This design comes from an exercise in tuning for a short achievable clock period and few clock cycles on the open sky130 flow, not from production work.
In this exercise RTL edits were held to simulation tests only and were not proved equivalent to the original.
Power is estimated from default activity; no workload was simulated.

==> inputs of v30 <==
==> flow/design.v (excerpt) <==
module col216_core (
    input  wire        clk,
    input  wire        rst,           
    input  wire [15:0] prog_len,      
    output wire [15:0] imem_addr,
    input  wire [31:0] imem_rdata,
    output wire [17:0] dmem_addr,     
    output wire        dmem_we,
    output wire [31:0] dmem_wdata,
    input  wire [31:0] dmem_rdata,
    output wire        wb_valid,      
    output wire [4:0]  wb_rd,
    output wire [31:0] wb_data,
    output wire        halted,
    output wire        fault,
    output wire [2:0]  fault_code,
    output wire [15:0] fault_pc
);
clock: 11.0 ns
lec_check: 0
abc_clock_period_in_ps: 3000
cap_margin: 20
cell_pad_in_sites_global_placement: 2
core_margin: 2
core_utilization: 35
place_density: 0.5
slew_margin: 20
tns_end_percent: 100
standard.sh (not shown) runs the stock make flow with config.mk's settings and CLKGATE_MAP_FILE= SYNTH_SCRIPT=/design/flow/synth_recipe.tcl, a recipe that flattens the netlist after the stock synthesis.
==> flow/flow/run.sh <==
#!/bin/bash
set -euo pipefail
bash standard.sh SETUP_SLACK_MARGIN=7 \
  "BUFFER_PORTS_ARGS=-buffer_cell sky130_fd_sc_hd__buf_4" \
  finish > standard.log 2>&1
==> v31 (differences from v30) <==
--- a/flow/design.v
+++ b/flow/design.v
@@ -42,16 +42,25 @@
     reg [15:0] pc;
     reg        f_ok;                  
     reg [1:0]  bht_c [0:63];          
     reg [63:0] bht_seen;              
     reg [63:0] lp_tv;                 
     reg [3:0]  lp_trip [0:63];
     reg [3:0]  lp_cnt  [0:63];
     reg [63:0] lp_cv;                 
+    reg [63:0] f_hv;                  
+    reg        upd_v;
+    reg [5:0]  upd_idx;
+    reg        upd_taken;
+    reg        upd_back;
+    reg [1:0]  upd_old;               
+    reg [3:0]  upd_cnt;               
+    reg        upd_tv;
+    reg [3:0]  upd_trip;
     reg        ir_v;
     reg [31:0] ir;
     reg [15:0] ir_pc;
     reg        ir_pred;
     reg        idex_v;
     reg [15:0] idex_pc;
     reg [31:0] idex_d1;
     reg [31:0] idex_d2;
@@ -333,21 +342,25 @@
     wire [31:0] mtc3_0 = {((mts2_0[30:0] & mtc2_0[30:0]) | (mts2_0[30:0] & mts2_1[30:0]) | (mtc2_0[30:0] & mts2_1[30:0])), 1'b0};
     wire [31:0] mts3_1 = mtc2_1 ^ mts1_3 ^ mtc1_3;
     wire [31:0] mtc3_1 = {((mtc2_1[30:0] & mts1_3[30:0]) | (mtc2_1[30:0] & mtc1_3[30:0]) | (mts1_3[30:0] & mtc1_3[30:0])), 1'b0};
     wire [31:0] mms4_0 = exmem_mv0 ^ exmem_mv1 ^ exmem_mv2;
     wire [31:0] mmc4_0 = {((exmem_mv0[30:0] & exmem_mv1[30:0]) | (exmem_mv0[30:0] & exmem_mv2[30:0]) | (exmem_mv1[30:0] & exmem_mv2[30:0])), 1'b0};
     wire [31:0] mms5_0 = mms4_0 ^ mmc4_0 ^ exmem_mv3;
     wire [31:0] mmc5_0 = {((mms4_0[30:0] & mmc4_0[30:0]) | (mms4_0[30:0] & exmem_mv3[30:0]) | (mmc4_0[30:0] & exmem_mv3[30:0])), 1'b0};
     wire [31:0] mul_final = mms5_0 + mmc5_0;
-    wire [31:0] mem_val = exmem_mr ? dmem_rdata : exmem_mul ? mul_final : exmem_res;
+    wire [31:0] mem_val = exmem_mul ? mul_final : exmem_mr ? dmem_rdata : exmem_res;
     wire [1:0]  bu_old  = bht_seen[exmem_bidx] ? bht_c[exmem_bidx] : (exmem_bne ? 2'd2 : 2'd1);
     wire [3:0]  bu_cnt  = lp_cv[exmem_bidx] ? lp_cnt[exmem_bidx] : 4'd0;
-    wire [1:0]  bu_new  = exmem_taken ? ((bu_old == 2'd3) ? 2'd3 : bu_old + 2'd1)
-                                      : ((bu_old == 2'd0) ? 2'd0 : bu_old - 2'd1);
+    wire [1:0]  up_ctr  = upd_taken ? ((upd_old == 2'd3) ? 2'd3 : upd_old + 2'd1)
+                                    : ((upd_old == 2'd0) ? 2'd0 : upd_old - 2'd1);
+    wire        up_tv   = upd_back ? (upd_taken ? (upd_tv & (upd_cnt != 4'hf)) : 1'b1) : upd_tv;
+    wire [3:0]  up_cnt  = upd_back ? (upd_taken ? upd_cnt + 4'd1 : 4'd0) : upd_cnt;
+    wire [3:0]  up_trip = (upd_back & ~upd_taken) ? upd_cnt : upd_trip;
+    wire        up_hv   = up_tv ? (up_cnt != up_trip) : up_ctr[1];
     wire [5:0]  op    = ir[31:26];
     wire [4:0]  rs    = ir[25:21];
     wire [4:0]  rt    = ir[20:16];
     wire [4:0]  rd    = ir[15:11];
     wire d_add  = (op == OP_ADD);
     wire d_sub  = (op == OP_SUB);
     wire d_mul  = (op == OP_MUL);
     wire d_slt  = (op == OP_SLT);
@@ -439,19 +452,17 @@
     wire mbnD_15 = mbbD[32];
     wire [47:0] mdigD = {mbnD_15, mb2D_15, mb1D_15, mbnD_14, mb2D_14, mb1D_14, mbnD_13, mb2D_13, mb1D_13, mbnD_12, mb2D_12, mb1D_12, mbnD_11, mb2D_11, mb1D_11, mbnD_10, mb2D_10, mb1D_10, mbnD_9, mb2D_9, mb1D_9, mbnD_8, mb2D_8, mb1D_8, mbnD_7, mb2D_7, mb1D_7, mbnD_6, mb2D_6, mb1D_6, mbnD_5, mb2D_5, mb1D_5, mbnD_4, mb2D_4, mb1D_4, mbnD_3, mb2D_3, mb1D_3, mbnD_2, mb2D_2, mb1D_2, mbnD_1, mb2D_1, mb1D_1, mbnD_0, mb2D_0, mb1D_0};
     wire [15:0] d_alt  = ir_pred ? ir_pc1 : ir[15:0];
     wire [15:0] f_pc1  = pc + 16'd1;
     wire [5:0]  f_op   = imem_rdata[31:26];
     wire        f_j    = (f_op == OP_J);
     wire        f_br   = (f_op == OP_BEQ) | (f_op == OP_BNE);
     wire [5:0]  f_idx  = pc[5:0];
-    wire [3:0]  f_cnt  = lp_cv[f_idx] ? lp_cnt[f_idx] : 4'd0;
-    wire        f_hint = lp_tv[f_idx]    ? (f_cnt != lp_trip[f_idx]) :
-                         bht_seen[f_idx] ? bht_c[f_idx][1] : (f_op == OP_BNE);
+    wire        f_hint = bht_seen[f_idx] ? f_hv[f_idx] : (f_op == OP_BNE);
     wire        f_pred = f_br & f_hint;
     wire        f_take = f_j | f_pred;
     integer i;
     always @(posedge clk) begin
         if (rst) begin
             n_r          <= prog_len;
             fault_r      <= 1'b0;
             fault_code_r <= 3'd0;
@@ -481,16 +492,17 @@
             idex_v       <= 1'b0;
             idex_r_eq    <= 1'b0;
             idex_r_ne    <= 1'b0;
             exmem_v      <= 1'b0;
             memwb_v      <= 1'b0;
             bht_seen     <= 64'd0;
             lp_tv        <= 64'd0;
             lp_cv        <= 64'd0;
+            upd_v        <= 1'b0;
         end else begin
             memwb_v <= exmem_v;
             exmem_v <= idex_v;
             idex_v  <= ir_v & ~stall & ~redir;
             idex_r_eq <= ir_v & ~stall & ~redir & ((d_beq & ~ir_pred) | (d_bne & ir_pred));
             idex_r_ne <= ir_v & ~stall & ~redir & ((d_beq & ir_pred) | (d_bne & ~ir_pred));
             if (redir) begin
                 ir_v <= 1'b0;
@@ -498,66 +510,62 @@
                 f_ok <= idex_alt_ok;
             end else if (!stall) begin
                 ir_v <= f_ok;
                 if (f_ok) begin
                     pc   <= f_take ? imem_rdata[15:0] : f_pc1;
                     f_ok <= f_take ? (imem_rdata[15:0] < n_r) : (f_pc1 < n_r);
                 end
             end
-            if (exmem_v & exmem_br) begin
-                bht_seen[exmem_bidx] <= 1'b1;
-                if (exmem_back) begin
-                    lp_cv[exmem_bidx] <= 1'b1;
-                    if (exmem_taken) begin
-                        if (bu_cnt == 4'hf)
-                            lp_tv[exmem_bidx] <= 1'b0;
-                    end else begin
-                        lp_tv[exmem_bidx] <= 1'b1;
-                    end
-                end
+            upd_v <= exmem_v & exmem_br;
+            if (upd_v) begin
+                bht_seen[upd_idx] <= 1'b1;
+                lp_tv[upd_idx]    <= up_tv;
+                if (upd_back)
+                    lp_cv[upd_idx] <= 1'b1;
             end
         end
     end
     always @(posedge clk) begin
         if (rst)
             rf_ok <= 31'd0;
         else if (wb_en)
             rf_ok <= rf_ok | wb_dec[31:1];
     end
     always @(posedge clk) begin
         if (wb_en)
             rf[memwb_dest] <= memwb_val;
     end
     always @(posedge clk) begin
-        if (exmem_br) begin
-            bht_c[exmem_bidx] <= bu_new;
-            if (exmem_back) begin
-                lp_cnt[exmem_bidx] <= exmem_taken ? bu_cnt + 4'd1 : 4'd0;
-                if (~exmem_taken)
-                    lp_trip[exmem_bidx] <= bu_cnt;
-            end
+        upd_idx   <= exmem_bidx;
+        upd_taken <= exmem_taken;
+        upd_back  <= exmem_back;
+        upd_old   <= bu_old;
+        upd_cnt   <= bu_cnt;
+        upd_tv    <= lp_tv[exmem_bidx];
+        upd_trip  <= lp_trip[exmem_bidx];
+        if (upd_v) begin
+            bht_c[upd_idx]   <= up_ctr;
+            lp_cnt[upd_idx]  <= up_cnt;
+            lp_trip[upd_idx] <= up_trip;
+            f_hv[upd_idx]    <= up_hv;
         end
         memwb_rw   <= exmem_rw;
         memwb_dest <= exmem_dest;
         memwb_val  <= mem_val;
-        if (exmem_rw) begin
-            wb_rd_r   <= exmem_dest;
-            wb_data_r <= mem_val;
-        end
+        wb_rd_r   <= exmem_dest & {5{exmem_rw}};
+        wb_data_r <= mem_val & {32{exmem_rw}};
         exmem_rw    <= idex_rw;
         exmem_mr    <= idex_lw;
         exmem_mw    <= idex_sw;
         exmem_mul   <= idex_mul;
         exmem_dest  <= idex_dest;
         exmem_res   <= ex_res;
-        if (idex_sw)
-            exmem_sv <= ex_b;
-        if (idex_lw | idex_sw)
-            exmem_addr <= ex_ea[19:2];
+        exmem_sv    <= ex_b & {32{idex_sw}};
+        exmem_addr  <= ex_ea[19:2] & {18{idex_lw | idex_sw}};
         exmem_br    <= idex_v & ex_isbr;
         exmem_back  <= idex_back;
         exmem_bne   <= idex_bne;
         exmem_taken <= ex_taken;
         exmem_bidx  <= idex_pc[5:0];
         idex_mdig <= mdigD;
         exmem_mv0 <= mts3_0;
         exmem_mv1 <= mtc3_0;
==> v21 (differences from v30) <==
--- a/flow/design.v
+++ b/flow/design.v
@@ -42,16 +42,25 @@
     reg [15:0] pc;
     reg        f_ok;                  
     reg [1:0]  bht_c [0:63];          
     reg [63:0] bht_seen;              
     reg [63:0] lp_tv;                 
     reg [3:0]  lp_trip [0:63];
     reg [3:0]  lp_cnt  [0:63];
     reg [63:0] lp_cv;                 
+    reg [63:0] f_hv;                  
+    reg        upd_v;
+    reg [5:0]  upd_idx;
+    reg        upd_taken;
+    reg        upd_back;
+    reg [1:0]  upd_old;               
+    reg [3:0]  upd_cnt;               
+    reg        upd_tv;
+    reg [3:0]  upd_trip;
     reg        ir_v;
     reg [31:0] ir;
     reg [15:0] ir_pc;
     reg        ir_pred;
     reg        idex_v;
     reg [15:0] idex_pc;
     reg [31:0] idex_d1;
     reg [31:0] idex_d2;
@@ -93,16 +102,18 @@
     reg        exmem_bne;
     reg        exmem_taken;
     reg [5:0]  exmem_bidx;
     reg  [47:0] idex_mdig;
     reg  [31:0] exmem_mv0;
     reg  [31:0] exmem_mv1;
     reg  [31:0] exmem_mv2;
     reg  [31:0] exmem_mv3;
+    reg  [31:0] exmem_mv4;
+    reg  [31:0] exmem_mv5;
     reg        memwb_v;
     reg        memwb_rw;
     reg [4:0]  memwb_dest;
     reg [31:0] memwb_val;
     reg [4:0]  wb_rd_r;               
     reg [31:0] wb_data_r;
     wire [31:0] ex_a = idex_s1[0] ? exmem_res : idex_s1[1] ? memwb_val : idex_d1;
     wire [31:0] ex_b = idex_s2[0] ? exmem_res : idex_s2[1] ? memwb_val : idex_d2;
@@ -324,30 +335,34 @@
     wire [31:0] mts1_2 = mts0_3 ^ mtc0_3 ^ mts0_4;
     wire [31:0] mtc1_2 = {((mts0_3[30:0] & mtc0_3[30:0]) | (mts0_3[30:0] & mts0_4[30:0]) | (mtc0_3[30:0] & mts0_4[30:0])), 1'b0};
     wire [31:0] mts1_3 = mtc0_4 ^ mpp15 ^ mppc;
     wire [31:0] mtc1_3 = {((mtc0_4[30:0] & mpp15[30:0]) | (mtc0_4[30:0] & mppc[30:0]) | (mpp15[30:0] & mppc[30:0])), 1'b0};
     wire [31:0] mts2_0 = mts1_0 ^ mtc1_0 ^ mts1_1;
     wire [31:0] mtc2_0 = {((mts1_0[30:0] & mtc1_0[30:0]) | (mts1_0[30:0] & mts1_1[30:0]) | (mtc1_0[30:0] & mts1_1[30:0])), 1'b0};
     wire [31:0] mts2_1 = mtc1_1 ^ mts1_2 ^ mtc1_2;
     wire [31:0] mtc2_1 = {((mtc1_1[30:0] & mts1_2[30:0]) | (mtc1_1[30:0] & mtc1_2[30:0]) | (mts1_2[30:0] & mtc1_2[30:0])), 1'b0};
-    wire [31:0] mts3_0 = mts2_0 ^ mtc2_0 ^ mts2_1;
-    wire [31:0] mtc3_0 = {((mts2_0[30:0] & mtc2_0[30:0]) | (mts2_0[30:0] & mts2_1[30:0]) | (mtc2_0[30:0] & mts2_1[30:0])), 1'b0};
-    wire [31:0] mts3_1 = mtc2_1 ^ mts1_3 ^ mtc1_3;
-    wire [31:0] mtc3_1 = {((mtc2_1[30:0] & mts1_3[30:0]) | (mtc2_1[30:0] & mtc1_3[30:0]) | (mts1_3[30:0] & mtc1_3[30:0])), 1'b0};
-    wire [31:0] mms4_0 = exmem_mv0 ^ exmem_mv1 ^ exmem_mv2;
-    wire [31:0] mmc4_0 = {((exmem_mv0[30:0] & exmem_mv1[30:0]) | (exmem_mv0[30:0] & exmem_mv2[30:0]) | (exmem_mv1[30:0] & exmem_mv2[30:0])), 1'b0};
-    wire [31:0] mms5_0 = mms4_0 ^ mmc4_0 ^ exmem_mv3;
-    wire [31:0] mmc5_0 = {((mms4_0[30:0] & mmc4_0[30:0]) | (mms4_0[30:0] & exmem_mv3[30:0]) | (mmc4_0[30:0] & exmem_mv3[30:0])), 1'b0};
+    wire [31:0] mms3_0 = exmem_mv0 ^ exmem_mv1 ^ exmem_mv2;
+    wire [31:0] mmc3_0 = {((exmem_mv0[30:0] & exmem_mv1[30:0]) | (exmem_mv0[30:0] & exmem_mv2[30:0]) | (exmem_mv1[30:0] & exmem_mv2[30:0])), 1'b0};
+    wire [31:0] mms3_1 = exmem_mv3 ^ exmem_mv4 ^ exmem_mv5;
+    wire [31:0] mmc3_1 = {((exmem_mv3[30:0] & exmem_mv4[30:0]) | (exmem_mv3[30:0] & exmem_mv5[30:0]) | (exmem_mv4[30:0] & exmem_mv5[30:0])), 1'b0};
+    wire [31:0] mms4_0 = mms3_0 ^ mmc3_0 ^ mms3_1;
+    wire [31:0] mmc4_0 = {((mms3_0[30:0] & mmc3_0[30:0]) | (mms3_0[30:0] & mms3_1[30:0]) | (mmc3_0[30:0] & mms3_1[30:0])), 1'b0};
+    wire [31:0] mms5_0 = mms4_0 ^ mmc4_0 ^ mmc3_1;
+    wire [31:0] mmc5_0 = {((mms4_0[30:0] & mmc4_0[30:0]) | (mms4_0[30:0] & mmc3_1[30:0]) | (mmc4_0[30:0] & mmc3_1[30:0])), 1'b0};
     wire [31:0] mul_final = mms5_0 + mmc5_0;
-    wire [31:0] mem_val = exmem_mr ? dmem_rdata : exmem_mul ? mul_final : exmem_res;
+    wire [31:0] mem_val = exmem_mul ? mul_final : exmem_mr ? dmem_rdata : exmem_res;
     wire [1:0]  bu_old  = bht_seen[exmem_bidx] ? bht_c[exmem_bidx] : (exmem_bne ? 2'd2 : 2'd1);
     wire [3:0]  bu_cnt  = lp_cv[exmem_bidx] ? lp_cnt[exmem_bidx] : 4'd0;
-    wire [1:0]  bu_new  = exmem_taken ? ((bu_old == 2'd3) ? 2'd3 : bu_old + 2'd1)
-                                      : ((bu_old == 2'd0) ? 2'd0 : bu_old - 2'd1);
+    wire [1:0]  up_ctr  = upd_taken ? ((upd_old == 2'd3) ? 2'd3 : upd_old + 2'd1)
+                                    : ((upd_old == 2'd0) ? 2'd0 : upd_old - 2'd1);
+    wire        up_tv   = upd_back ? (upd_taken ? (upd_tv & (upd_cnt != 4'hf)) : 1'b1) : upd_tv;
+    wire [3:0]  up_cnt  = upd_back ? (upd_taken ? upd_cnt + 4'd1 : 4'd0) : upd_cnt;
+    wire [3:0]  up_trip = (upd_back & ~upd_taken) ? upd_cnt : upd_trip;
+    wire        up_hv   = up_tv ? (up_cnt != up_trip) : up_ctr[1];
     wire [5:0]  op    = ir[31:26];
     wire [4:0]  rs    = ir[25:21];
     wire [4:0]  rt    = ir[20:16];
     wire [4:0]  rd    = ir[15:11];
     wire d_add  = (op == OP_ADD);
     wire d_sub  = (op == OP_SUB);
     wire d_mul  = (op == OP_MUL);
     wire d_slt  = (op == OP_SLT);
@@ -439,19 +454,17 @@
     wire mbnD_15 = mbbD[32];
     wire [47:0] mdigD = {mbnD_15, mb2D_15, mb1D_15, mbnD_14, mb2D_14, mb1D_14, mbnD_13, mb2D_13, mb1D_13, mbnD_12, mb2D_12, mb1D_12, mbnD_11, mb2D_11, mb1D_11, mbnD_10, mb2D_10, mb1D_10, mbnD_9, mb2D_9, mb1D_9, mbnD_8, mb2D_8, mb1D_8, mbnD_7, mb2D_7, mb1D_7, mbnD_6, mb2D_6, mb1D_6, mbnD_5, mb2D_5, mb1D_5, mbnD_4, mb2D_4, mb1D_4, mbnD_3, mb2D_3, mb1D_3, mbnD_2, mb2D_2, mb1D_2, mbnD_1, mb2D_1, mb1D_1, mbnD_0, mb2D_0, mb1D_0};
     wire [15:0] d_alt  = ir_pred ? ir_pc1 : ir[15:0];
     wire [15:0] f_pc1  = pc + 16'd1;
     wire [5:0]  f_op   = imem_rdata[31:26];
     wire        f_j    = (f_op == OP_J);
     wire        f_br   = (f_op == OP_BEQ) | (f_op == OP_BNE);
     wire [5:0]  f_idx  = pc[5:0];
-    wire [3:0]  f_cnt  = lp_cv[f_idx] ? lp_cnt[f_idx] : 4'd0;
-    wire        f_hint = lp_tv[f_idx]    ? (f_cnt != lp_trip[f_idx]) :
-                         bht_seen[f_idx] ? bht_c[f_idx][1] : (f_op == OP_BNE);
+    wire        f_hint = bht_seen[f_idx] ? f_hv[f_idx] : (f_op == OP_BNE);
     wire        f_pred = f_br & f_hint;
     wire        f_take = f_j | f_pred;
     integer i;
     always @(posedge clk) begin
         if (rst) begin
             n_r          <= prog_len;
             fault_r      <= 1'b0;
             fault_code_r <= 3'd0;
@@ -481,16 +494,17 @@
             idex_v       <= 1'b0;
             idex_r_eq    <= 1'b0;
             idex_r_ne    <= 1'b0;
             exmem_v      <= 1'b0;
             memwb_v      <= 1'b0;
             bht_seen     <= 64'd0;
             lp_tv        <= 64'd0;
             lp_cv        <= 64'd0;
+            upd_v        <= 1'b0;
         end else begin
             memwb_v <= exmem_v;
             exmem_v <= idex_v;
             idex_v  <= ir_v & ~stall & ~redir;
             idex_r_eq <= ir_v & ~stall & ~redir & ((d_beq & ~ir_pred) | (d_bne & ir_pred));
             idex_r_ne <= ir_v & ~stall & ~redir & ((d_beq & ir_pred) | (d_bne & ~ir_pred));
             if (redir) begin
                 ir_v <= 1'b0;
@@ -498,76 +512,74 @@
                 f_ok <= idex_alt_ok;
             end else if (!stall) begin
                 ir_v <= f_ok;
                 if (f_ok) begin
                     pc   <= f_take ? imem_rdata[15:0] : f_pc1;
                     f_ok <= f_take ? (imem_rdata[15:0] < n_r) : (f_pc1 < n_r);
                 end
             end
-            if (exmem_v & exmem_br) begin
-                bht_seen[exmem_bidx] <= 1'b1;
-                if (exmem_back) begin
-                    lp_cv[exmem_bidx] <= 1'b1;
-                    if (exmem_taken) begin
-                        if (bu_cnt == 4'hf)
-                            lp_tv[exmem_bidx] <= 1'b0;
-                    end else begin
-                        lp_tv[exmem_bidx] <= 1'b1;
-                    end
-                end
+            upd_v <= exmem_v & exmem_br;
+            if (upd_v) begin
+                bht_seen[upd_idx] <= 1'b1;
+                lp_tv[upd_idx]    <= up_tv;
+                if (upd_back)
+                    lp_cv[upd_idx] <= 1'b1;
             end
         end
     end
     always @(posedge clk) begin
         if (rst)
             rf_ok <= 31'd0;
         else if (wb_en)
             rf_ok <= rf_ok | wb_dec[31:1];
     end
     always @(posedge clk) begin
         if (wb_en)
             rf[memwb_dest] <= memwb_val;
     end
     always @(posedge clk) begin
-        if (exmem_br) begin
-            bht_c[exmem_bidx] <= bu_new;
-            if (exmem_back) begin
-                lp_cnt[exmem_bidx] <= exmem_taken ? bu_cnt + 4'd1 : 4'd0;
-                if (~exmem_taken)
-                    lp_trip[exmem_bidx] <= bu_cnt;
-            end
+        upd_idx   <= exmem_bidx;
+        upd_taken <= exmem_taken;
+        upd_back  <= exmem_back;
+        upd_old   <= bu_old;
+        upd_cnt   <= bu_cnt;
+        upd_tv    <= lp_tv[exmem_bidx];
+        upd_trip  <= lp_trip[exmem_bidx];
+        if (upd_v) begin
+            bht_c[upd_idx]   <= up_ctr;
+            lp_cnt[upd_idx]  <= up_cnt;
+            lp_trip[upd_idx] <= up_trip;
+            f_hv[upd_idx]    <= up_hv;
         end
         memwb_rw   <= exmem_rw;
         memwb_dest <= exmem_dest;
         memwb_val  <= mem_val;
-        if (exmem_rw) begin
-            wb_rd_r   <= exmem_dest;
-            wb_data_r <= mem_val;
-        end
+        wb_rd_r   <= exmem_dest & {5{exmem_rw}};
+        wb_data_r <= mem_val & {32{exmem_rw}};
         exmem_rw    <= idex_rw;
         exmem_mr    <= idex_lw;
         exmem_mw    <= idex_sw;
         exmem_mul   <= idex_mul;
         exmem_dest  <= idex_dest;
         exmem_res   <= ex_res;
-        if (idex_sw)
-            exmem_sv <= ex_b;
-        if (idex_lw | idex_sw)
-            exmem_addr <= ex_ea[19:2];
+        exmem_sv    <= ex_b & {32{idex_sw}};
+        exmem_addr  <= ex_ea[19:2] & {18{idex_lw | idex_sw}};
         exmem_br    <= idex_v & ex_isbr;
         exmem_back  <= idex_back;
         exmem_bne   <= idex_bne;
         exmem_taken <= ex_taken;
         exmem_bidx  <= idex_pc[5:0];
         idex_mdig <= mdigD;
-        exmem_mv0 <= mts3_0;
-        exmem_mv1 <= mtc3_0;
-        exmem_mv2 <= mts3_1;
-        exmem_mv3 <= mtc3_1;
+        exmem_mv0 <= mts2_0;
+        exmem_mv1 <= mtc2_0;
+        exmem_mv2 <= mts2_1;
+        exmem_mv3 <= mtc2_1;
+        exmem_mv4 <= mts1_3;
+        exmem_mv5 <= mtc1_3;
         idex_pc     <= ir_pc;
         idex_d1     <= rdata1;
         idex_d2     <= rdata2;
         idex_s1     <= {f1_mem & ~f1_ex, f1_ex};
         idex_s2     <= {f2_mem & ~f2_ex, f2_ex};
         idex_md1    <= d_mul ? rdata1 : 32'd0;
         idex_md2    <= d_mul ? rdata2 : 32'd0;
         idex_ms1    <= {f1_mem & ~f1_ex & d_mul, f1_ex & d_mul};
==> flow_metrics.py <==
metrics = {
    "pwr": {
        "p_sw_mw": 5.51,
        "seq_power_mw": 10.5,
        "p_per_area_nw_per_um2": 144,
    },
    "clock_tree": {
        "post_cts_buffers": 187,
    },
    "grt": {
        "grt_max_degree": 93,
        "grt_usage": 0.273,
        "grt_pass1_wl_mm": 720,
    },
    "layout": {
        "multi_input_cells": 6031,
        "seq_cell_count": 2576,
        "layout_common_cells": "1,762 x edfxtp_1, 909 x mux4_2, 770 x nor2_1",
        "multi_input_area_share": 0.385,
    },
    "detailed_routing": {
        "dr_wl_met2_mm": 236,
        "drtIter0Drc": 9207,
    },
    "worst_setup_path": {
        "cpLargestDelayFamily": "XOR/XNOR gates",
        "cp_num_buf_inv": 4,
        "worstPathMaxFanout": 6,
    },
    "place": {
        "gp_congestion": 0.844,
    },
    "yosys": {
        "synth_enable_flop_cells": 1762,
        "synth_seq_cells": 2576,
    },
    "floorplanning": {
        "die_y_um": 614,
    },
    "run_status": {
        "outcome": "no timing/DRC/antenna violations",
    },
}
That was v31.
==> flow_metrics.py <==
metrics = {
    "pwr": {
        "p_per_area_nw_per_um2": 148,
        "seq_power_mw": 10.3,
        "p_sw_mw": 6.55,
    },
    "worst_setup_path": {
        "cpLargestDelayFamily": "adder cells",
        "cp_num_buf_inv": 11,
        "worstPathMaxFanout": 8,
    },
    "run_status": {
        "outcome": "no timing/DRC/antenna violations",
    },
    "yosys": {
        "synth_enable_flop_cells": 1785,
    },
    "layout": {
        "layout_common_cells": "1,785 x edfxtp_1, 816 x nor2_1, 792 x mux4_2",
    },
    "grt": {
        "grt_max_degree": 103,
    },
    "detailed_routing": {
        "drtIter0Drc": 11234,
    },
    "clock_tree": {
        "post_cts_buffers": 342,
    },
}
That was v30.
==> flow_metrics.py <==
metrics = {
    "yosys": {
        "synth_seq_cells": 2599,
        "synth_enable_flop_cells": 1762,
    },
    "detailed_routing": {
        "dr_wl_met2_mm": 265,
        "drtIter0Drc": 8348,
    },
    "grt": {
        "grt_max_degree": 110,
        "grt_usage": 0.280,
    },
    "clock_tree": {
        "post_cts_buffers": 161,
    },
    "pwr": {
        "seq_power_mw": 10.8,
        "p_sw_mw": 6.68,
        "p_per_area_nw_per_um2": 154,
    },
    "layout": {
        "seq_cell_count": 2599,
        "multi_input_cells": 6600,
        "layout_common_cells": "1,762 x edfxtp_1, 764 x dfxtp_1, 722 x nor2_1",
        "multi_input_area_share": 0.382,
    },
    "worst_setup_path": {
        "cp.arrival_ns": 4.72,
        "worstPathMaxFanout": 43,
    },
    "run_status": {
        "outcome": "no timing/DRC/antenna violations",
    },
    "floorplanning": {
        "start_util": 0.351,
    },
    "place": {
        "gp_congestion": 0.853,
    },
}
That was v21.
Testbench counts of v30, summed over its fixed seeds: cycles 100,756.
Testbench counts of v31, summed over its fixed seeds: cycles 100,756.
Testbench counts of v21, summed over its fixed seeds: cycles 100,756.

afterwards: timing with drivers on the ports:
In the flow no input, the clock included, has a driving cell. The finished layouts below were timed again as built, in two steps.
Step 1: set_driving_cell puts a clkbuf_16 on clk and a buf_2 on each other input, an assumption about the parent block.
Step 2, shift: input delay + t, output delay - t, t = (earliest + latest rising clock arrival at the registers) / 2. This alone moves slack from input paths to output paths.
a / b / c = no drivers / after step 1 / after step 2; a / b = the first two.
run | t, ns | slack for setup (ns) | hold WS [ns] | latest minus earliest clock arrival (ns)
v30 | 1.025 | 6.561 / 6.561 / 5.981 | 0.326 / 0.326 / 0.326 | 0.078 / 0.078
v31 | 1.010 | 6.606 / 6.606 / 6.210 | 0.307 / 0.307 / 0.307 | 0.077 / 0.078
v21 | 1.023 | 6.969 / 6.969 / 6.524 | 0.337 / 0.337 / 0.337 | 0.076 / 0.076
After both steps setup and hold are still met in every run listed. For v30, which loses most, drivers alone change the setup slack by 0.000 ns; drivers and shift together by -0.580 ns.
